Source: an optimization exercise on an open RTL-to-GDS flow (aim: small area). Production flows keep margins and buffers that such runs may drop.
In this exercise RTL edits were held to simulation tests only and were not proved equivalent to the original.
Power is estimated from default activity; no workload was simulated.

File: flow/config.mk
export PLATFORM = sky130hd
export DESIGN_NAME = eeprom3w
export DESIGN_NICKNAME = eeprom3w
export VERILOG_FILES = /design/flow/design.v
export SDC_FILE = /design/flow/constraint.sdc
export NUM_CORES = 4
export LEC_CHECK = 0
export ABC_AREA = 1
export CAP_MARGIN = 20
export CORE_MARGIN = 2
export CORE_UTILIZATION = 75
export PLACE_DENSITY = 0.85
export SLEW_MARGIN = 20
File: flow/constraint.sdc
create_clock -name core_clock -period 10.0 [get_ports {clk}]
set_input_delay 2.0000 -clock core_clock [delete_from_list [all_inputs] [get_ports {clk}]]
set_output_delay 2.0000 -clock core_clock [all_outputs]
set_load 0.01 [all_outputs]
File: flow/design.v
module e3w_frame;
endmodule
module e3w_classify (
    input      [15:0] magic,
    input      [15:0] modid,
    input             all_eq,
    output     [1:0]  modtype,
    output     [47:0] devname,      
    output     [2:0]  devname_len
);
    wire       men   = (magic == 16'h5346);
    wire       sflag = (modid[15:8] == 8'h53);
    wire       nflag = (modid[15:8] == 8'h7D);
    wire [7:0] nval  = modid[7:0];
    assign modtype = all_eq ? 2'd0 : men ? 2'd1 : 2'd2;
    function [3:0] add3(input [3:0] x);
        case (x)
            4'd5: add3 = 4'd8;
            4'd6: add3 = 4'd9;
            4'd7: add3 = 4'd10;
            4'd8: add3 = 4'd11;
            4'd9: add3 = 4'd12;
            default: add3 = x;
        endcase
    endfunction
    wire [3:0] a1 = add3({1'b0, nval[7:5]});
    wire [3:0] a2 = add3({a1[2:0], nval[4]});
    wire [3:0] a3 = add3({a2[2:0], nval[3]});
    wire [3:0] a4 = add3({a3[2:0], nval[2]});
    wire [3:0] a5 = add3({a4[2:0], nval[1]});
    wire [3:0] b1 = add3({1'b0, a1[3], a2[3], a3[3]});
    wire [3:0] b2 = add3({b1[2:0], a4[3]});
    wire [3:0] d0 = {a5[2:0], nval[0]};
    wire [3:0] d1 = {b2[2:0], a5[3]};
    wire [3:0] d2 = {2'b00, b1[3], b2[3]};
    wire three = (nval >= 8'd100);
    wire two   = !three && (nval >= 8'd10);
    wire one   = !three && !two;
    localparam [7:0] CH_M = "M", CH_S = "S", CH_N = "N";
    wire [7:0] c_h = {4'h3, d2};
    wire [7:0] c_t = {4'h3, d1};
    wire [7:0] c_o = {4'h3, d0};
    wire [7:0] c_n = nflag ? CH_N : 8'h00;
    wire [7:0] dg1 = three ? c_h : two ? c_t : c_o;    
    wire [7:0] dg2 = three ? c_t : two ? c_o : c_n;    
    wire [7:0] dg3 = three ? c_o : two ? c_n : 8'h00;
    wire [7:0] dg4 = three ? c_n : 8'h00;
    wire [7:0] n1 = sflag ? CH_S : dg1;
    wire [7:0] n2 = sflag ? dg1  : dg2;
    wire [7:0] n3 = sflag ? dg2  : dg3;
    wire [7:0] n4 = sflag ? dg3  : dg4;
    assign devname = men ? {8'h00, n4, n3, n2, n1, CH_M} : 48'd0;
    wire       sn = sflag | nflag;
    reg  [2:0] len;
    always @* begin
        case ({three, two, sn})
            3'b100:  len = 3'd4;
            3'b101:  len = 3'd5;
            3'b010:  len = 3'd3;
            3'b011:  len = 3'd4;
            3'b001:  len = 3'd3;
            default: len = 3'd2;
        endcase
    end
    assign devname_len = men ? len : 3'd0;
endmodule
module eeprom3w (
    input             clk,
    input             rst,
    input             start,
    input      [2:0]  cmd,
    input      [3:0]  idx,
    input      [15:0] wdata,
    input             wbuf_we,
    input      [3:0]  wbuf_addr,
    input      [15:0] wbuf_wdata,
    input      [3:0]  rbuf_addr,
    output            busy,
    output reg [2:0]  status,
    output reg [15:0] rdata,
    output     [15:0] rbuf_rdata,
    output     [1:0]  modtype,
    output     [31:0] devid,
    output     [31:0] devrev,
    output     [47:0] devname,
    output     [2:0]  devname_len,
    output reg        ev_valid,
    output reg [1:0]  ev_kind,
    output reg [15:0] ev_wdata,
    input             ev_ready,
    input      [15:0] ev_rdata
);
    localparam C_READ = 3'd0, C_ERASE = 3'd1, C_WRITE = 3'd2, C_ETW = 3'd3,
               C_READALL = 3'd4, C_WRITEALL = 3'd5, C_DECODE = 3'd6;
    localparam R_OK = 3'd0, R_TIMEOUT = 3'd1, R_VERIFY = 3'd2,
               R_ERASEFAIL = 3'd3, R_FAILED = 3'd4;
    localparam F_RD   = 3'd0,   
               F_EWEN = 3'd1,   
               F_ER   = 3'd2,   
               F_WWEN = 3'd3,   
               F_WR   = 3'd4,   
               F_POLL = 3'd5,   
               F_WDS  = 3'd6;   
    localparam E_IDLE  = 4'd0,
               E_SEL0  = 4'd1,   
               E_SEL1  = 4'd2,   
               E_SELD  = 4'd3,   
               E_CBLO  = 4'd4,   
               E_CBD0  = 4'd5,   
               E_CBHI  = 4'd6,   
               E_CBD1  = 4'd7,   
               E_CBR   = 4'd8,   
               E_PDLY  = 4'd9,   
               E_DESEL = 4'd10,  
               E_FILL  = 4'd11;  
    localparam [13:0] CNT0      = {9'd1, 5'd7};
    localparam [13:0] POLL_LAST = {9'd471, 5'd22};   
    localparam [13:0] FILL_LAST = {9'd4, 5'd31};     
    localparam [13:0] FILL_END  = {9'd8, 5'd0};      
    function [13:0] cnt_inc(input [13:0] c);
        cnt_inc = {(&c[4:0]) ? {c[12:5], c[13] ^ c[9]} : c[13:5], c[4:0] + 5'd1};
    endfunction
    reg [255:0] wbuf;
    reg [255:0] rbuf;
    reg [3:0]   rph;         
    reg         rinit;       
    reg         pend;        
    reg         pbit;
    reg [63:0]  idw;         
    reg [2:0]  c_cmd;
    reg [3:0]  cur_idx;
    reg [15:0] cur_word;
    reg [2:0]  frame;
    reg        ewr;          
    reg [3:0]  st;
    assign busy = (st != E_IDLE);
    reg [13:0] cnt;          
    reg        phi;          
    reg        fl;           
    reg        alleq;
    assign devid  = idw[63:32];
    assign devrev = idw[31:0];
    e3w_classify u_class (
        .magic       (idw[63:48]),
        .modid       (idw[47:32]),
        .all_eq      (alleq),
        .modtype     (modtype),
        .devname     (devname),
        .devname_len (devname_len)
    );
    integer i;
    reg [15:0] rsel;
    wire [3:0]  rslot = rbuf_addr - rph;
    wire [15:0] rdec = 16'd1 << rslot;
    always @* begin
        rsel = 16'd0;
        for (i = 0; i < 16; i = i + 1)
            rsel = rsel | ({16{rdec[i]}} & rbuf[16*i +: 16]);
    end
    assign rbuf_rdata = rsel;
    wire [3:0] bpos = ~cnt[3:0];
    wire [15:0] bdec = 16'd1 << bpos;
    wire w_bit = |(cur_word & bdec);
    reg [7:0] opcode;
    always @* begin
        case (frame)
            F_RD:           opcode = {4'h8, cur_idx};
            F_ER:           opcode = {4'hC, cur_idx};
            F_WR:           opcode = {4'h4, cur_idx};
            F_EWEN, F_WWEN: opcode = 8'h30;
            default:        opcode = 8'h00;
        endcase
    end
    reg dbit;
    always @* begin
        if (frame == F_POLL)   dbit = 1'b0;
        else if (!cnt[4])      dbit = cnt[3] ? opcode[~cnt[2:0]] : 1'b1;
        else if (frame == F_WR) dbit = w_bit;
        else                   dbit = 1'b0;
    end
    reg lastbit;
    always @* begin
        case (frame)
            F_RD, F_WR: lastbit = (cnt[4:0] == 5'd31);
            F_EWEN:     lastbit = (cnt[4:0] == 5'd19);
            default:    lastbit = (cnt[4:0] == 5'd15);
        endcase
    end
    always @* begin
        ev_valid = busy && !pend;
        ev_kind  = 2'd0;
        ev_wdata = 16'h0000;
        case (st)
            E_SEL1:  ev_wdata[2] = 1'b1;
            E_CBLO:  ev_wdata[2:0] = {2'b10, dbit};
            E_CBHI:  ev_wdata[2:0] = {2'b11, dbit};
            E_SELD, E_CBD0, E_CBD1, E_PDLY: ev_kind = 2'd1;
            E_CBR:   ev_kind = 2'd2;
            E_FILL:  ev_valid = 1'b0;
            default: ;
        endcase
    end
    wire fire = ev_valid && ev_ready;
    wire b    = ev_rdata[0];
    wire sample  = fire && (st == E_CBR);
    wire pay_in  = sample && frame == F_RD && cnt[4];
    wire filling = (st == E_DESEL || st == E_FILL) && alleq && frame == F_RD &&
                   c_cmd == C_DECODE && cur_idx == 4'd8 && cnt != FILL_END;
    wire [3:0] wslot = wbuf_addr - rph - 4'd1;
    wire ins = pend && (rph == cur_idx);
    wire fill_last = cnt == FILL_LAST;
    always @(posedge clk) begin
        for (i = 0; i < 16; i = i + 1)
            wbuf[16*i +: 16] <= (!busy && wbuf_we && wslot == i) ? wbuf_wdata ^ {16{i[0]}}
                                                                  : ~wbuf[16*((i+1)%16) +: 16];
        if (pay_in && c_cmd == C_READ)
            rdata <= {rdata[14:0], b};
        rbuf <= {ins ? {rbuf[14:0], pbit} : rbuf[15:0], rbuf[255:16]};
        if (pay_in && c_cmd == C_READALL)
            pbit <= b;
        if ((pay_in && c_cmd == C_DECODE) || filling)
            idw <= {idw[62:0], b | filling};
        if (busy && !rst && pay_in && c_cmd == C_DECODE) begin
            if (cur_idx == 4'd0) alleq <= 1'b1;
            else if (b != idw[15]) alleq <= 1'b0;
        end
    end
    task finish(input [2:0] code);
        begin
            status <= code;
            st     <= E_IDLE;
        end
    endtask
    task next_frame(input [2:0] f);
        begin
            frame <= f;
            st    <= E_SEL0;
            cnt   <= CNT0;
            phi   <= 1'b0;
        end
    endtask
    task frame_end;
        begin
            case (frame)
                F_RD: begin
                    if (c_cmd == C_READ) finish(R_OK);
                    else if (c_cmd == C_READALL) begin
                        if (cur_idx == 4'd15) finish(R_OK);
                        else begin cur_idx <= cur_idx + 4'd1; next_frame(F_RD); end
                    end else if (c_cmd == C_DECODE) begin
                        if (cur_idx == 4'd8) begin
                            if (alleq) st <= E_FILL;
                            else finish(R_OK);
                        end else begin
                            cur_idx <= (cur_idx == 4'd2) ? 4'd8 : cur_idx + 4'd1;
                            next_frame(F_RD);
                        end
                    end else begin  
                        if (c_cmd != C_WRITEALL) finish(fl ? R_VERIFY : R_OK);
                        else if (fl) finish(R_FAILED);
                        else if (cur_idx == 4'd15) finish(R_OK);
                        else begin
                            cur_idx <= cur_idx + 4'd1;
                            ewr     <= 1'b0;
                            next_frame(F_EWEN);
                        end
                    end
                end
                F_EWEN: next_frame(F_ER);
                F_ER:   next_frame(F_POLL);
                F_WWEN: next_frame(F_WR);
                F_WR:   next_frame(F_POLL);
                F_POLL: next_frame(F_WDS);
                default: begin  
                    if (!ewr) begin
                        if (c_cmd == C_ERASE) finish(fl ? R_TIMEOUT : R_OK);
                        else if (fl) finish(c_cmd == C_ETW ? R_ERASEFAIL : R_FAILED);
                        else begin ewr <= 1'b1; next_frame(F_WWEN); end
                    end else begin
                        if (fl) finish(c_cmd == C_WRITEALL ? R_FAILED : R_TIMEOUT);
                        else next_frame(F_RD);
                    end
                end
            endcase
        end
    endtask
    always @(posedge clk) begin
        if (!rst || rinit) rph <= rph + 4'd1;
        else               rph <= 4'd0;
        if (rst) rinit <= 1'b1;
        if (rst) begin
            pend <= 1'b0;
        end else begin
            if (pay_in && c_cmd == C_READALL) pend <= 1'b1;
            else if (ins) pend <= 1'b0;
        end
        if (rst) begin
            st   <= E_IDLE;
        end else if (!busy) begin
            if (start && cmd != 3'd7) begin
                c_cmd    <= cmd;
                cur_word <= wdata;
                fl       <= 1'b0;
                ewr      <= (cmd == C_WRITE);
                cur_idx  <= cmd[2] ? 4'd0 : idx;
                case (cmd)
                    C_ERASE, C_ETW, C_WRITEALL: next_frame(F_EWEN);
                    C_WRITE:                    next_frame(F_WWEN);
                    default:                    next_frame(F_RD);
                endcase
            end
        end else begin
            if (c_cmd == C_WRITEALL && !ewr && rph == cur_idx)
                cur_word <= wbuf[15:0];
            case (st)
                E_SEL0: if (fire) st <= E_SEL1;
                E_SEL1: if (fire) st <= E_SELD;
                E_SELD: if (fire) st <= E_CBLO;
                E_CBLO: if (fire) st <= E_CBD0;
                E_CBD0: if (fire) st <= E_CBHI;
                E_CBHI: if (fire) st <= E_CBD1;
                E_CBD1: if (fire) st <= E_CBR;
                E_CBR: if (fire) begin
                    if (frame == F_POLL) begin
                        if (!phi) begin
                            if (!b) begin
                                phi <= 1'b1;
                                cnt <= CNT0;
                                st  <= E_CBLO;
                            end else st <= E_PDLY;
                        end else begin
                            if (b) frame_end;
                            else st <= E_PDLY;
                        end
                    end else begin
                        if (cnt[4] && frame == F_RD && (c_cmd == C_WRITE || c_cmd == C_ETW ||
                             c_cmd == C_WRITEALL) && b != w_bit)
                            fl <= 1'b1;
                        cnt <= cnt_inc(cnt);
                        st  <= lastbit ? E_DESEL : E_CBLO;
                    end
                end
                E_PDLY: if (fire) begin
                    cnt <= cnt_inc(cnt);
                    st  <= E_CBLO;
                    if (cnt == POLL_LAST) begin
                        fl <= 1'b1;
                        if (!phi) begin
                            phi <= 1'b1;
                            cnt <= CNT0;
                        end else frame_end;
                    end
                end
                E_DESEL: begin
                    if (filling) cnt <= cnt_inc(cnt);
                    if (fire) frame_end;
                end
                E_FILL: begin
                    cnt <= cnt_inc(cnt);
                    if (fill_last || !filling) finish(R_OK);
                end
                default: st <= E_IDLE;
            endcase
        end
    end
endmodule
File: flow/flow/run.sh
#!/bin/bash
# Layout flow: the standard flow (standard.sh) with two changes:
#  - port buffers are sky130_fd_sc_hd__buf_1 (every input and output port
#    still gets its own buffer);
#  - clock tree synthesis uses clkbuf_4 sinks in small clusters and no
#    dummy loads.
# Every tool's output goes to standard.log in the work folder.
set -euo pipefail
export BUFFER_PORTS_ARGS="-buffer_cell sky130_fd_sc_hd__buf_1"
export CTS_ARGS="-sink_clustering_enable -repair_clock_nets -dont_use_dummy_load -buf_list sky130_fd_sc_hd__clkbuf_4 -sink_clustering_size 8 -sink_clustering_max_diameter 40"
bash standard.sh > standard.log 2>&1
File: flow/standard.sh
#!/bin/bash
# synth_recipe.tcl (not shown) runs the flow's synth.tcl, then flattens the netlist and writes it again
# the make line also repeats each setting of config.mk as NAME=value (left out here)
make -C /OpenROAD-flow-scripts/flow DESIGN_CONFIG=/design/flow/config.mk WORK_HOME=/design/flow/orfs CLKGATE_MAP_FILE= SYNTH_SCRIPT=/design/flow/synth_recipe.tcl "${@:-finish}"
==> impl_metrics.yaml, run 1 <==
finish:
  seqCellArea_mm2: 0.0143
  n_fill_cell: 1938
  final_util_pct: 81.2
  drive_gt1_share_pct: 6.42
  multi_input_area_mm2: 0.00749
  finalNonFillerCells: 3085
  area_delta_synth_final_pct: 6.66
  layout.nets: 2768
critical_path:
  path_buf_inv: 5
  path_class: "in -> out"
  end_kind: "output pin"
  cp_cell_sequence: "buf_1, inv_1, ha_1, fa_1, xor2_1, inv_1, nor3_1, nand2_1, inv_1, a22o_1, a221oi_1, nand4_1, buf_1"
  cp_max_fo: 14
  path_delay_family: "buffers and inverters"
  arrival_ns: 5.19
  startpoint: "rbuf_addr[0]"
  crit_path_max_incr_delay_ns: 0.63
  critPathSlowestCell: "inv_1"
  crit_required_ns: 8.00
  cp_common_cell: "inv_1"
  r2r_start: "cur_idx[0]$_DFFE_PP_"
  start_kind: "input port"
outcome:
  outcome: "no timing/DRC/antenna violations"
logic_synthesis:
  ys_ff_latch: 649
  syn_area_mm2: 0.0232
  synthArstFlopShare_pct: 0
  synth_area_leaders: "dfxtp_1 (45%), edfxtp_1 (17%), a21oi_1 (6.8%)"
  ys.flop_type: "dfxtp_1"
  synth_top_cell_by_area: "dfxtp_1"
  ys_warn_count: 2
  synth_seq_area_share_pct: 61.5
  synth-edff-count: 128
  synth_cells: 2483
  synth_top_area_share_pct: 44.9
  syn_avg_cell_area_um2: 9.35
  ys_types: 60
sta:
  skew_ns: 0.0863
  relSlewSlack_pct: 33.7
  max_freq_ghz: 0.139
  final_max_slew_viol_count: 0
  tns_ns: 0
  finalHoldViolCount: 0
  rsz0062_at_grt: "false"
  setup_viol: 0
  worst_slew_pin_slew_ns: 0.991
  min_period_ns: 7.19
  fin_crit_sh_pct: 71.9
grt:
  grt_use_total_pct: 35.4
  grt_pass1_vias: 18000
  grt_pass1_wl_um: 91600
  grt_overflow: 0
  grt_antenna_before_repair: 9
  grt_max_degree: 65
power_and_ir_drop:
  p_int_mw: 4.11
  power_density_mw_per_mm2: 234
  p_seq_share_pct: 60.9
  power_frac_comb_pct: 17.5
  switching_share_pct: 29.1
  p_switching_mw: 1.68
  clockPowerShare_pct: 21.5
  p_leak_nw: 10.5
  vdd_drop_max_uv: 187
routing:
  ant_nets: 0
  wl_met3_um: 4880
  top_layer: "met4"
  met2WireLength_um: 28100
  wl_per_cell_um: 19.0
  drtIter0Drc: 1959
  vias_per_cell: 6.04
  first_pass_iters: 6
  routed_wl_um: 58700
  drt-met1-wl_um: 23100
  num_vias: 18600
  drcViolationCount: 0
cts:
  cts_setup_buffers: 0
  root_buffer: "clkbuf_4"
  cts_tree: "built"
  clkTransAtPathRegs_ns: 0.09
  cts_hold_buf: 0
  cts_resized: 0
  cts-buffers-inserted: 95
  cts_buffer_depth: 3
  clock_latency_ns: 0.83
  h-tree-depth: 3
  clkSinkCount: 649
flow_run:
  drv_cap: 0
hold_path:
  min_from: "rbuf[241]$_DFF_P_"
  hold_path.class: "reg -> reg"
placement:
  numPortBuffers: 195
  globalplace.congestion: 0.973
  dpl.hpwl_um: 38000
  dpl.cell_count: 2979
die:
  die_area_mm2: 0.0324
  start_util_pct: 76.1
  die_w_um: 180
  core_area_mm2: 0.0305
  dieHeight_um: 180
  ios: 240
  rows: 64
final cells by class:
type	count	share of cell area, %
antenna	11	0.111
clock buffer	95	2.88
timing repair buffer	217	3.62
sequential	649	57.6
inverter	232	3.52
multi-input combinational	1485	30.2
tap	396	2.00
through the flow:
| step | hold slack, ns | total power, mW | area [um2] | setup WS, ns |
|---|---|---|---|---|
| global route | 0.318 | 6.06 | 24800 | 2.66 |
| finish | 0.298 | 5.79 | 24800 | 2.81 |
| CTS | 0.307 | 5.78 | 24700 | 2.87 |
| floorplan | 0.327 | 4.25 | 23300 | 3.99 |
| global placement | 0.333 | 4.50 | 24000 | 3.03 |
| detailed placement | 0.335 | 4.56 | 24000 | 2.88 |
routing by layer:
| layer | vias to the layer above | GRT usage (%) |
|---|---|---|
| met2 | 1013 | 58.4 |
| met4 | 0 | 17.6 |
| met1 | 8786 | 45.4 |
| met5 | - | 0 |
| li1 | 8638 | - |
| met3 | 196 | 6.24 |
sequential cells by signal, indices dropped and copies added (netlist names):
signal	count
rbuf	256
wbuf	256
idw	64
cur_word	16
rdata	16
cnt	14
cur_idx	4
rph	4
st	4
c_cmd	3
frame	3
status	3
alleq	1
ewr	1
fl	1
pbit	1
pend	1
phi	1
worst register-to-register path: stages, from the launching register on:
cell and delay (ns):
edfxtp_1 0.51, inv_1 0.15, ha_1 0.19, nand3_1 0.08
nor2_1 0.29, nand3_1 0.24, inv_1 0.12, nand3_1 0.66
inv_1 0.58, a21oi_1 0.13, o211ai_1 0.13, o211ai_1 0.14
nand2_1 0.08, inv_1 0.05
final timing paths:
kind / endpoint / slack [ns] / cells after the start
max: rbuf_rdata[7] / 2.81 / 13
min: rbuf[225]$_DFF_P_ / 0.30 / 0
max reg2reg: cnt[8]$_SDFFCE_PP0P_ / 6.45 / 13
min reg2reg: rbuf[225]$_DFF_P_ / 0.30 / 0
power groups by stage:
stage               clock network, mW  registers, mW  logic [mW]
floorplan                           0           3.49       0.752
CTS                              1.26           3.52        1.00
finish                           1.25           3.53        1.02
global route                     1.35           3.57        1.13
detailed placement                  0           3.57       0.988
global placement                    0           3.55       0.945
synthesized netlist by cell type (all sizes together) (2+ instances only):
cell and n:
o22ai 4, inv 229, o2111a 5, xor2 9, o211ai 21, nor3 38
dfxtp 521, nand3b 2, edfxtp 128, ha 18, a221oi 22, o31ai 2
a2111oi 6, o21ai 113, a22o 32, a31oi 5, o2111ai 4, o21bai 2
a21oi 318, nand4 38, nand2 338, and3 2, nand3 95, xnor2 10
nor2 332, clkinv 3, clkbuf 68, o21a 3, buf 77, a32o 7
a211oi 7, fa 2, nor4 14
kinds of logic after synthesis:
kind of cell / synth area share (%)
AOI/OAI and AO/OA: 13.9
xor gates and xnor gates: 0.781
and+or+nand+nor: 15.8
DFF: 61.5
other: 0.0161
buffers and inverters: 6.84
adders and majority gates: 1.14
placed cells by master (no fill, tap or decap), drive strengths merged, types with 5 or more instances in the layout:
cell type,netlist,routed
inv,229,229
ha,18,18
a32o,7,7
edfxtp,128,128
buf,77,217
a22o,32,32
conb,1,29
diode,0,11
a21oi,318,318
a211oi,7,7
a31oi,5,5
o21ai,113,113
nand3,95,95
nor2,332,332
dfxtp,521,521
clkbuf,68,95
nor4,14,14
a2111oi,6,6
a221oi,22,22
nand2,338,338
o2111a,5,5
xor2,9,9
nor3,38,38
o211ai,21,21
xnor2,10,10
nand4,38,38
==> run 2: changes to the inputs <==
--- a/flow/flow/run.sh
+++ b/flow/flow/run.sh
@@ -7,5 +7,5 @@
 # Every tool's output goes to standard.log in the work folder.
 set -euo pipefail
 export BUFFER_PORTS_ARGS="-buffer_cell sky130_fd_sc_hd__buf_1"
-export CTS_ARGS="-sink_clustering_enable -repair_clock_nets -dont_use_dummy_load -buf_list sky130_fd_sc_hd__clkbuf_4 -sink_clustering_size 8 -sink_clustering_max_diameter 40"
+export CTS_ARGS="-sink_clustering_enable -repair_clock_nets -dont_use_dummy_load -buf_list sky130_fd_sc_hd__clkbuf_4 -sink_clustering_size 10 -sink_clustering_max_diameter 45"
 bash standard.sh > standard.log 2>&1
--- a/flow/config.mk
+++ b/flow/config.mk
@@ -5,7 +5,6 @@
 export SDC_FILE = /design/flow/constraint.sdc
 export NUM_CORES = 4
 export LEC_CHECK = 0
-export ABC_AREA = 1
 export CAP_MARGIN = 20
 export CORE_MARGIN = 2
 export CORE_UTILIZATION = 75
==> run 2 against run 1 <==
Against the previous run:
- non-clock buffer count grew 8
- cell count shrank 13%
- clock skew grew 0.036 ns
- routed wire length shrank 8.2%
- largest power group unchanged
- highest routed layer unchanged
==> impl_metrics.yaml, run 2 <==
grt:
  grt_antenna_before_repair: 2
  grt_max_degree: 65
  grt_use_total_pct: 32.5
  grt_pass1_vias: 16400
  grt_overflow: 0
  grt_pass1_wl_um: 85300
placement:
  numPortBuffers: 195
  globalplace.congestion: 0.921
  dpl.cell_count: 2602
  dpl.hpwl_um: 35700
critical_path:
  reg2reg_to: "cnt[2]$_SDFFCE_PP1P_"
  end_kind: "output pin"
  r2r_start: "st[3]$_SDFFE_PP0P_"
  path_class: "in -> out"
  start_kind: "input port"
  rrSetupSlack_ns: 6.35
  arrival_ns: 5.48
  critPathSlowestCell: "xor2_2"
  cp_cell_sequence: "buf_1, inv_1, ha_1, fa_1, xor2_2, buf_4, nor2_1, a221oi_1, a21oi_1, a31o_2, or4_1, buf_1"
  crit_path_max_incr_delay_ns: 0.76
  cp_common_cell: "buf_1"
  worst-r2r-cell-count: 6
  cp_max_fo: 17
  crit_required_ns: 8.00
routing:
  drcViolationCount: 0
  drtIter0Drc: 1832
  wl_per_cell_um: 20.1
  num_vias: 16700
  ant_nets: 0
  routed_wl_um: 53900
  vias_per_cell: 6.25
  first_pass_iters: 8
logic_synthesis:
  syn_area_mm2: 0.0233
  ys.flop_type: "dfxtp_1"
  synth_most_common_cell: "dfxtp_1"
  ys_warn_count: 2
  synth-edff-count: 128
  syn_avg_cell_area_um2: 10.9
  synth_top_cell_by_area: "dfxtp_1"
  synth_seq_area_share_pct: 61.3
  ys_types: 94
  ys_ff_latch: 649
  synthArstFlopShare_pct: 0
  synth_cells: 2138
  synth_area_leaders: "dfxtp_1 (45%), edfxtp_1 (16%), mux2i_1 (6.2%)"
  ys_top_cells_by_count: "dfxtp_1 (521), nor2_1 (221), a21oi_1 (206)"
  synth_top_area_share_pct: 44.8
finish:
  finalNonFillerCells: 2680
  layout_commonest_cell: "dfxtp_1"
  area_delta_synth_final_pct: 5.47
  n_fill_cell: 1933
  final_cell_mix: "dfxtp_1 (521), nor2_1 (220), a21oi_1 (206)"
  largestRegisters: "rbuf: 256 flops, wbuf: 256 flops, idw: 64 flops"
  layout.nets: 2372
  drive_gt1_share_pct: 7.27
power_and_ir_drop:
  p_switching_mw: 1.57
  power_frac_comb_pct: 16.5
  switching_share_pct: 28.4
  p_int_mw: 3.94
  clockPowerShare_pct: 20.3
  p_leak_nw: 9.06
  p_seq_share_pct: 63.2
  power_density_mw_per_mm2: 224
  vdd_drop_max_uv: 260
die:
  core_area_mm2: 0.0306
  rows: 64
  ios: 240
  start_util_pct: 76.2
  die_w_um: 180
  dieHeight_um: 180
  die_area_mm2: 0.0325
sta:
  relSlewSlack_pct: 29.6
  skew_ns: 0.123
  finalHoldViolCount: 0
  min_period_ns: 7.48
  setup_viol: 0
  worst_slew_pin_slew_ns: 1.05
  rsz0062_at_grt: "false"
  max_freq_ghz: 0.134
  final_max_slew_viol_count: 0
  hold_slack_ns: 0.274
  tns_ns: 0
  fin_crit_sh_pct: 74.8
cts:
  cts_resized: 0
  clock_latency_ns: 0.74
  cts-buffers-inserted: 76
  cts_buffer_depth: 3
  clkSinkCount: 649
  cts_hold_buf: 0
  cts_setup_buffers: 0
  h-tree-depth: 3
  root_buffer: "clkbuf_4"
  cts_tree: "built"
  clkTransAtPathRegs_ns: 0.11
outcome:
  outcome: "no timing/DRC/antenna violations"
hold_path:
  hold_path.class: "reg -> reg"
  min_to: "rbuf[210]$_DFF_P_"
  min_from: "rbuf[226]$_DFF_P_"
  whs_path_depth: 0
flow_run:
  drv_cap: 0
==> run 2: changes by cell type after synthesis, sizes merged, moves of 18 or more <==
| cell | change |
|---|---|
| nor2 | -102 |
| a21oi | -111 |
| o21ai | -66 |
| nand4 | -22 |
| mux2 | +18 |
| a22oi | +31 |
| clkbuf | +23 |
| inv | -197 |
| nand3 | -52 |
| nand2 | -157 |
| mux2i | +144 |
==> run 2: stage by stage <==
step | utilization (%) | instance area [um2] | worst slack (ns) | power [mW]
finish | 80.3 | 24600 | 2.52 | 5.51
global route | 80.3 | 24600 | 2.38 | 5.77
CTS | 80.3 | 24600 | 2.56 | 5.50
detailed placement | 78.4 | 24000 | 2.56 | 4.42
global placement | 78.3 | 24000 | 2.65 | 4.37
floorplan | - | 23400 | 2.57 | 4.15
==> run 2: cell type report <==
| class | count | area [um2] | area share (%) |
|---|---|---|---|
| Antenna cell | 2 | 5.00 | 0.0204 |
| Clock buffer | 76 | 571 | 2.32 |
| Inverter | 33 | 124 | 0.504 |
| Multi-Input combinational cell | 1299 | 8130 | 33.1 |
| Sequential cell | 649 | 14300 | 58.1 |
| Tap cell | 396 | 495 | 2.02 |
| Timing Repair Buffer | 225 | 977 | 3.98 |
==> run 2: critical path, delay by kind of cell <==
kind	cells	cell delay [ns]
AO/OA/AOI/OAI	3	0.63
XOR/XNOR	1	0.76
adder cells (fa/ha/maj)	2	0.71
buffers and inverters	4	0.67
AND/OR/NAND/NOR	2	0.70
==> run 2: logic make-up after synthesis <==
| family | Yosys count | share of synthesized area, % |
|---|---|---|
| AO/OA/AOI/OAI | 452 | 12.6 |
| XOR/XNOR | 27 | 1.01 |
| adder cells (fa/ha/maj) | 20 | 1.14 |
| buffers and inverters | 218 | 4.58 |
| flip-flops | 649 | 61.3 |
| multiplexers | 165 | 7.35 |
| other | 1 | 0.0161 |
| AND/OR/NAND/NOR | 606 | 12.1 |
==> run 2: power groups by stage <==
stage	Combinational, mW	Clock (mW)	Sequential (mW)
after floorplan	0.752	0	3.39
after global placement	0.852	0	3.52
after detailed placement	0.895	0	3.52
after CTS	0.901	1.13	3.47
after global routing	1.02	1.23	3.52
final	0.907	1.12	3.48
==> run 2: per-layer routing <==
metal | routed length, um | vias up | global-route usage (%)
met3 | 4310 | 138 | 5.46
met5 | 0 | - | 0
met4 | 1640 | 0 | 12.1
met1 | 22500 | 8001 | 44.1
met2 | 25500 | 817 | 53.1
li1 | - | 7784 | -
==> run 2: worst max path at each step <==
stage / start / end / slack, ns
final: rbuf_addr[0] / rbuf_rdata[9] / 2.52
after global routing: rbuf_addr[0] / rbuf_rdata[9] / 2.38
after CTS: rbuf_addr[0] / rbuf_rdata[9] / 2.56
after detailed placement: rbuf_addr[0] / rbuf_rdata[9] / 2.56
after global placement: rbuf_addr[0] / rbuf_rdata[9] / 2.65
after floorplan: ev_ready / idw[0]$_DFFE_PP_ / 2.57
==> run 3: changes to the inputs <==
--- a/flow/design.v
+++ b/flow/design.v
@@ -94,13 +94,15 @@
                C_READALL = 3'd4, C_WRITEALL = 3'd5, C_DECODE = 3'd6;
     localparam R_OK = 3'd0, R_TIMEOUT = 3'd1, R_VERIFY = 3'd2,
                R_ERASEFAIL = 3'd3, R_FAILED = 3'd4;
-    localparam F_RD   = 3'd0,   
-               F_EWEN = 3'd1,   
-               F_ER   = 3'd2,   
-               F_WWEN = 3'd3,   
-               F_WR   = 3'd4,   
-               F_POLL = 3'd5,   
-               F_WDS  = 3'd6;   
+    localparam F_EWEN  = 4'd0,   
+               F_ER    = 4'd1,   
+               F_EPOLL = 4'd2,   
+               F_EWDS  = 4'd3,   
+               F_WWEN  = 4'd4,   
+               F_WR    = 4'd5,   
+               F_WPOLL = 4'd6,   
+               F_WWDS  = 4'd7,   
+               F_RD    = 4'd8;   
     localparam E_IDLE  = 4'd0,
                E_SEL0  = 4'd1,   
                E_SEL1  = 4'd2,   
@@ -130,8 +132,10 @@
     reg [2:0]  c_cmd;
     reg [3:0]  cur_idx;
     reg [15:0] cur_word;
-    reg [2:0]  frame;
-    reg        ewr;          
+    reg [3:0]  frame;
+    wire       f_rd   = frame[3];
+    wire       f_poll = !frame[3] && frame[1:0] == 2'd2;
+    wire       ewr    = frame[2];    
     reg [3:0]  st;
     assign busy = (st != E_IDLE);
     reg [13:0] cnt;          
@@ -163,28 +167,24 @@
     wire w_bit = |(cur_word & bdec);
     reg [7:0] opcode;
     always @* begin
-        case (frame)
-            F_RD:           opcode = {4'h8, cur_idx};
-            F_ER:           opcode = {4'hC, cur_idx};
-            F_WR:           opcode = {4'h4, cur_idx};
-            F_EWEN, F_WWEN: opcode = 8'h30;
-            default:        opcode = 8'h00;
-        endcase
+        if (f_rd)                    opcode = {4'h8, cur_idx};
+        else if (frame == F_ER)      opcode = {4'hC, cur_idx};
+        else if (frame == F_WR)      opcode = {4'h4, cur_idx};
+        else if (frame[1:0] == 2'd0) opcode = 8'h30;
+        else                         opcode = 8'h00;
     end
     reg dbit;
     always @* begin
-        if (frame == F_POLL)   dbit = 1'b0;
+        if (f_poll)            dbit = 1'b0;
         else if (!cnt[4])      dbit = cnt[3] ? opcode[~cnt[2:0]] : 1'b1;
         else if (frame == F_WR) dbit = w_bit;
         else                   dbit = 1'b0;
     end
     reg lastbit;
     always @* begin
-        case (frame)
-            F_RD, F_WR: lastbit = (cnt[4:0] == 5'd31);
-            F_EWEN:     lastbit = (cnt[4:0] == 5'd19);
-            default:    lastbit = (cnt[4:0] == 5'd15);
-        endcase
+        if (f_rd || frame == F_WR) lastbit = (cnt[4:0] == 5'd31);
+        else if (frame == F_EWEN)  lastbit = (cnt[4:0] == 5'd19);
+        else                       lastbit = (cnt[4:0] == 5'd15);
     end
     always @* begin
         ev_valid = busy && !pend;
@@ -203,8 +203,8 @@
     wire fire = ev_valid && ev_ready;
     wire b    = ev_rdata[0];
     wire sample  = fire && (st == E_CBR);
-    wire pay_in  = sample && frame == F_RD && cnt[4];
-    wire filling = (st == E_DESEL || st == E_FILL) && alleq && frame == F_RD &&
+    wire pay_in  = sample && f_rd && cnt[4];
+    wire filling = (st == E_DESEL || st == E_FILL) && alleq && f_rd &&
                    c_cmd == C_DECODE && cur_idx == 4'd8 && cnt != FILL_END;
     wire [3:0] wslot = wbuf_addr - rph - 4'd1;
     wire ins = pend && (rph == cur_idx);
@@ -231,7 +231,7 @@
             st     <= E_IDLE;
         end
     endtask
-    task next_frame(input [2:0] f);
+    task next_frame(input [3:0] f);
         begin
             frame <= f;
             st    <= E_SEL0;
@@ -241,8 +241,7 @@
     endtask
     task frame_end;
         begin
-            case (frame)
-                F_RD: begin
+            if (f_rd) begin
                     if (c_cmd == C_READ) finish(R_OK);
                     else if (c_cmd == C_READALL) begin
                         if (cur_idx == 4'd15) finish(R_OK);
@@ -261,27 +260,18 @@
                         else if (cur_idx == 4'd15) finish(R_OK);
                         else begin
                             cur_idx <= cur_idx + 4'd1;
-                            ewr     <= 1'b0;
                             next_frame(F_EWEN);
                         end
                     end
-                end
-                F_EWEN: next_frame(F_ER);
-                F_ER:   next_frame(F_POLL);
-                F_WWEN: next_frame(F_WR);
-                F_WR:   next_frame(F_POLL);
-                F_POLL: next_frame(F_WDS);
-                default: begin  
-                    if (!ewr) begin
-                        if (c_cmd == C_ERASE) finish(fl ? R_TIMEOUT : R_OK);
-                        else if (fl) finish(c_cmd == C_ETW ? R_ERASEFAIL : R_FAILED);
-                        else begin ewr <= 1'b1; next_frame(F_WWEN); end
-                    end else begin
-                        if (fl) finish(c_cmd == C_WRITEALL ? R_FAILED : R_TIMEOUT);
-                        else next_frame(F_RD);
-                    end
-                end
-            endcase
+            end else if (frame == F_EWDS) begin
+                if (c_cmd == C_ERASE) finish(fl ? R_TIMEOUT : R_OK);
+                else if (fl) finish(c_cmd == C_ETW ? R_ERASEFAIL : R_FAILED);
+                else next_frame(F_WWEN);
+            end else if (frame == F_WWDS) begin
+                if (fl) finish(c_cmd == C_WRITEALL ? R_FAILED : R_TIMEOUT);
+                else next_frame(F_RD);
+            end else
+                next_frame(frame + 4'd1);
         end
     endtask
     always @(posedge clk) begin
@@ -301,7 +291,6 @@
                 c_cmd    <= cmd;
                 cur_word <= wdata;
                 fl       <= 1'b0;
-                ewr      <= (cmd == C_WRITE);
                 cur_idx  <= cmd[2] ? 4'd0 : idx;
                 case (cmd)
                     C_ERASE, C_ETW, C_WRITEALL: next_frame(F_EWEN);
@@ -321,7 +310,7 @@
                 E_CBHI: if (fire) st <= E_CBD1;
                 E_CBD1: if (fire) st <= E_CBR;
                 E_CBR: if (fire) begin
-                    if (frame == F_POLL) begin
+                    if (f_poll) begin
                         if (!phi) begin
                             if (!b) begin
                                 phi <= 1'b1;
@@ -333,7 +322,7 @@
                             else st <= E_PDLY;
                         end
                     end else begin
-                        if (cnt[4] && frame == F_RD && (c_cmd == C_WRITE || c_cmd == C_ETW ||
+                        if (cnt[4] && f_rd && (c_cmd == C_WRITE || c_cmd == C_ETW ||
                              c_cmd == C_WRITEALL) && b != w_bit)
                             fl <= 1'b1;
                         cnt <= cnt_inc(cnt);
--- a/flow/flow/run.sh
+++ b/flow/flow/run.sh
@@ -7,5 +7,5 @@
 # Every tool's output goes to standard.log in the work folder.
 set -euo pipefail
 export BUFFER_PORTS_ARGS="-buffer_cell sky130_fd_sc_hd__buf_1"
-export CTS_ARGS="-sink_clustering_enable -repair_clock_nets -dont_use_dummy_load -buf_list sky130_fd_sc_hd__clkbuf_4 -sink_clustering_size 10 -sink_clustering_max_diameter 45"
+export CTS_ARGS="-sink_clustering_enable -repair_clock_nets -dont_use_dummy_load -buf_list sky130_fd_sc_hd__clkbuf_4 -sink_clustering_size 8 -sink_clustering_max_diameter 40"
 bash standard.sh > standard.log 2>&1
--- a/flow/config.mk
+++ b/flow/config.mk
@@ -5,6 +5,7 @@
 export SDC_FILE = /design/flow/constraint.sdc
 export NUM_CORES = 4
 export LEC_CHECK = 0
+export ABC_AREA = 1
 export CAP_MARGIN = 20
 export CORE_MARGIN = 2
 export CORE_UTILIZATION = 75
==> run 3 against run 2 <==
Against the previous run:
- non-clock buffer count shrank 17
- largest cell class unchanged
- die area increased by 0.52%
- synthesized cell count grew 18%
==> impl_metrics.yaml, run 3 <==
critical_path:
  arrival_ns: 5.28
  crit_required_ns: 8.00
  critPathSlowestCell: "xor2_1"
  end_kind: "output pin"
  cp_cell_sequence: "buf_1, ha_1, nand2_1, o21ai_0, xor2_1, inv_2, nand2_1, inv_1, nand2_1, nand4_1, a2111oi_0, nand3_1, buf_1"
  path_class: "in -> out"
  path_delay_family: "buffers and inverters"
  crit_path_max_incr_delay_ns: 0.67
  start_kind: "input port"
  path_buf_inv: 4
  cp_max_fo: 15
  cp_common_cell: "nand2_1"
sta:
  min_period_ns: 7.28
  relSlewSlack_pct: 44.8
  max_freq_ghz: 0.137
  worst_slew_pin_slew_ns: 0.828
  rsz0062_at_grt: "false"
  tns_ns: 0
  fin_crit_sh_pct: 72.8
  setup_viol: 0
  final_max_slew_viol_count: 0
  hold_slack_ns: 0.295
  finalHoldViolCount: 0
  skew_ns: 0.103
placement:
  dpl-instance-area_mm2: 0.0242
  dpl.cell_count: 3000
  globalplace.congestion: 0.919
  dpl.hpwl_um: 40000
  numPortBuffers: 195
logic_synthesis:
  synth-edff-count: 128
  synth_most_common_cell: "dfxtp_1"
  synthSimpleGateAreaFrac_pct: 15.6
  syn_avg_cell_area_um2: 9.32
  synth_xor_area_share_pct: 0.524
  synth_cells: 2514
  synth_seq_area_share_pct: 60.9
  syn_area_mm2: 0.0234
  synth-compound-area-share_pct: 14.8
  ys_ff_latch: 649
  synthArstFlopShare_pct: 0
  synth_area_leaders: "dfxtp_1 (45%), edfxtp_1 (16%), a21oi_1 (7.0%)"
  synth_top_family_by_area: "simple AND/OR/NAND/NOR gates"
  ys_types: 59
  synth_top_cell_by_area: "dfxtp_1"
  ys_top_cells_by_count: "dfxtp_1 (521), nand2_1 (330), a21oi_1 (326), nor2_1 (326), inv_1 (217)"
  ys_warn_count: 2
  yosys.area_share.adder_pct: 1.29
  synth.area.mux_share_pct: 0.0481
  ys.flop_type: "dfxtp_1"
  synth_top_area_share_pct: 44.5
finish:
  finalNonFillerCells: 3103
  final_cell_area_mm2: 0.0250
  layout_commonest_cell: "dfxtp_1"
  layout.nets: 2792
  area_delta_synth_final_pct: 6.62
  largestRegisters: "rbuf: 256 flops, wbuf: 256 flops, idw: 64 flops"
  drive_gt1_share_pct: 6.63
  final_cell_mix: "dfxtp_1 (521), a21oi_1 (326), nor2_1 (325)"
  n_fill_cell: 1945
  multi_input_area_mm2: 0.00770
  seqCellArea_mm2: 0.0143
grt:
  grt_antenna_before_repair: 8
  grt_pass1_wl_um: 93000
  grt_use_total_pct: 35.6
  grt_pass1_vias: 18300
  grt_overflow: 0
  grt_max_degree: 65
power_and_ir_drop:
  vdd_drop_max_uv: 192
  switching_share_pct: 29.3
  power_density_mw_per_mm2: 232
  clockPowerShare_pct: 21.3
  p_leak_nw: 10.5
  p_int_mw: 4.10
  power.total_mw: 5.80
  p_seq_share_pct: 60.8
  power_frac_comb_pct: 17.9
  p_switching_mw: 1.70
cts:
  cts_tree: "built"
  clock_latency_ns: 0.80
  cts-buffers-inserted: 95
  cts_hold_buf: 0
  root_buffer: "clkbuf_4"
  cts_setup_buffers: 0
  cts_buffer_depth: 3
  clkTransAtPathRegs_ns: 0.08
  clkSinkCount: 649
  cts_resized: 0
  h-tree-depth: 3
die:
  start_util_pct: 76.4
  die_area_mm2: 0.0327
  dieHeight_um: 181
  core_area_mm2: 0.0307
  ios: 240
  die_w_um: 181
  rows: 64
routing:
  ant_nets: 0
  drtIter0Drc: 1838
  wl_per_cell_um: 19.4
  routed_wl_um: 60100
  drcViolationCount: 0
  first_pass_iters: 6
  num_vias: 18900
  vias_per_cell: 6.08
flow_run:
  drv_cap: 0
hold_path:
  hold_path.class: "reg -> reg"
outcome:
  outcome: "no timing/DRC/antenna violations"
[run 3: area by class of cell]
class,instances,share of cell area [%]
multi-input cells,1518,30.8
repair buffers,208,3.64
well taps,396,1.98
clock buffers,95,2.86
inverters,229,3.44
diodes,8,0.0802
flip-flops and latches,649,57.2
[run 3: cells by family after synthesis]
family / count (synthesis)
AOI/OAI and AO/OA: 601
xor gates and xnor gates: 14
adders and majority gates: 23
buffers and inverters: 375
DFF: 649
muxes: 1
other: 1
and+or+nand+nor: 850
[run 3: per-layer routing]
layer,global-route usage [%],vias up,share of wire [%]
li1,-,8737,-
met2,58.2,1061,48
met4,17.6,0,3.7
met1,45.4,8885,39
met3,7.40,168,9.0
met5,0,-,0
[run 3: final timing paths]
path                            depth (start not counted)                   end               start  slack [ns]
worst max register to register                          7  cur_idx[1]$_DFFE_PP_  frame[3]$_DFFE_PP_        6.61
worst min-delay path                                    0     rbuf[129]$_DFF_P_   rbuf[145]$_DFF_P_        0.29
worst min register to register                          0     rbuf[129]$_DFF_P_   rbuf[145]$_DFF_P_        0.29
worst max-delay path                                   13        rbuf_rdata[12]        rbuf_addr[2]        2.72
[run 3: power groups by stage]
stage / clock, mW / sequential [mW] / combinational, mW
finish: 1.24 / 3.53 / 1.04
global route: 1.35 / 3.57 / 1.15
CTS: 1.24 / 3.51 / 1.01
detailed placement: 0 / 3.57 / 1.00
global placement: 0 / 3.55 / 0.947
floorplan: 0 / 3.48 / 0.775
[run 3: metrics by stage]
stage	utilization, %	worst slack [ns]
floorplan	-	4.10
finish	81.4	2.72
global placement	78.6	3.04
detailed placement	79.0	2.87
CTS	81.3	2.85
global route	81.4	2.51

==> afterwards: timing with drivers on the ports <==
How much do the figures lean on ideal ports? The routed layouts below were timed once more, with nothing changed but the port constraints. Step 1, drivers: a clkbuf_16 drives clk and a buf_2 each remaining input, both assumed. Step 2 moves the port delays by t, midway between the first and last clock arrival at a register: inputs arrive t later, outputs are due t later. That takes back most of the time a late clock gives input paths. Slacks: ideal ports / drivers / drivers and shift; pairs: ideal ports / drivers.
| run | t, ns | setup WS [ns] | clock arrival spread, ns | worst slew at a driven data input, ns |
|---|---|---|---|---|
| run 1 | 0.834 | 2.806 / 2.784 / 2.784 | 0.086 / 0.086 | 0.12 |
| run 2 | 0.728 | 2.517 / 2.492 / 2.492 | 0.125 / 0.125 | 0.08 |
| run 3 | 0.805 | 2.718 / 2.690 / 2.690 | 0.105 / 0.105 | 0.12 |
After both steps setup and hold are still met in every run listed. The setup slack of run 3, which loses most, moves by -0.028 ns with the drivers and by -0.028 ns with both steps.
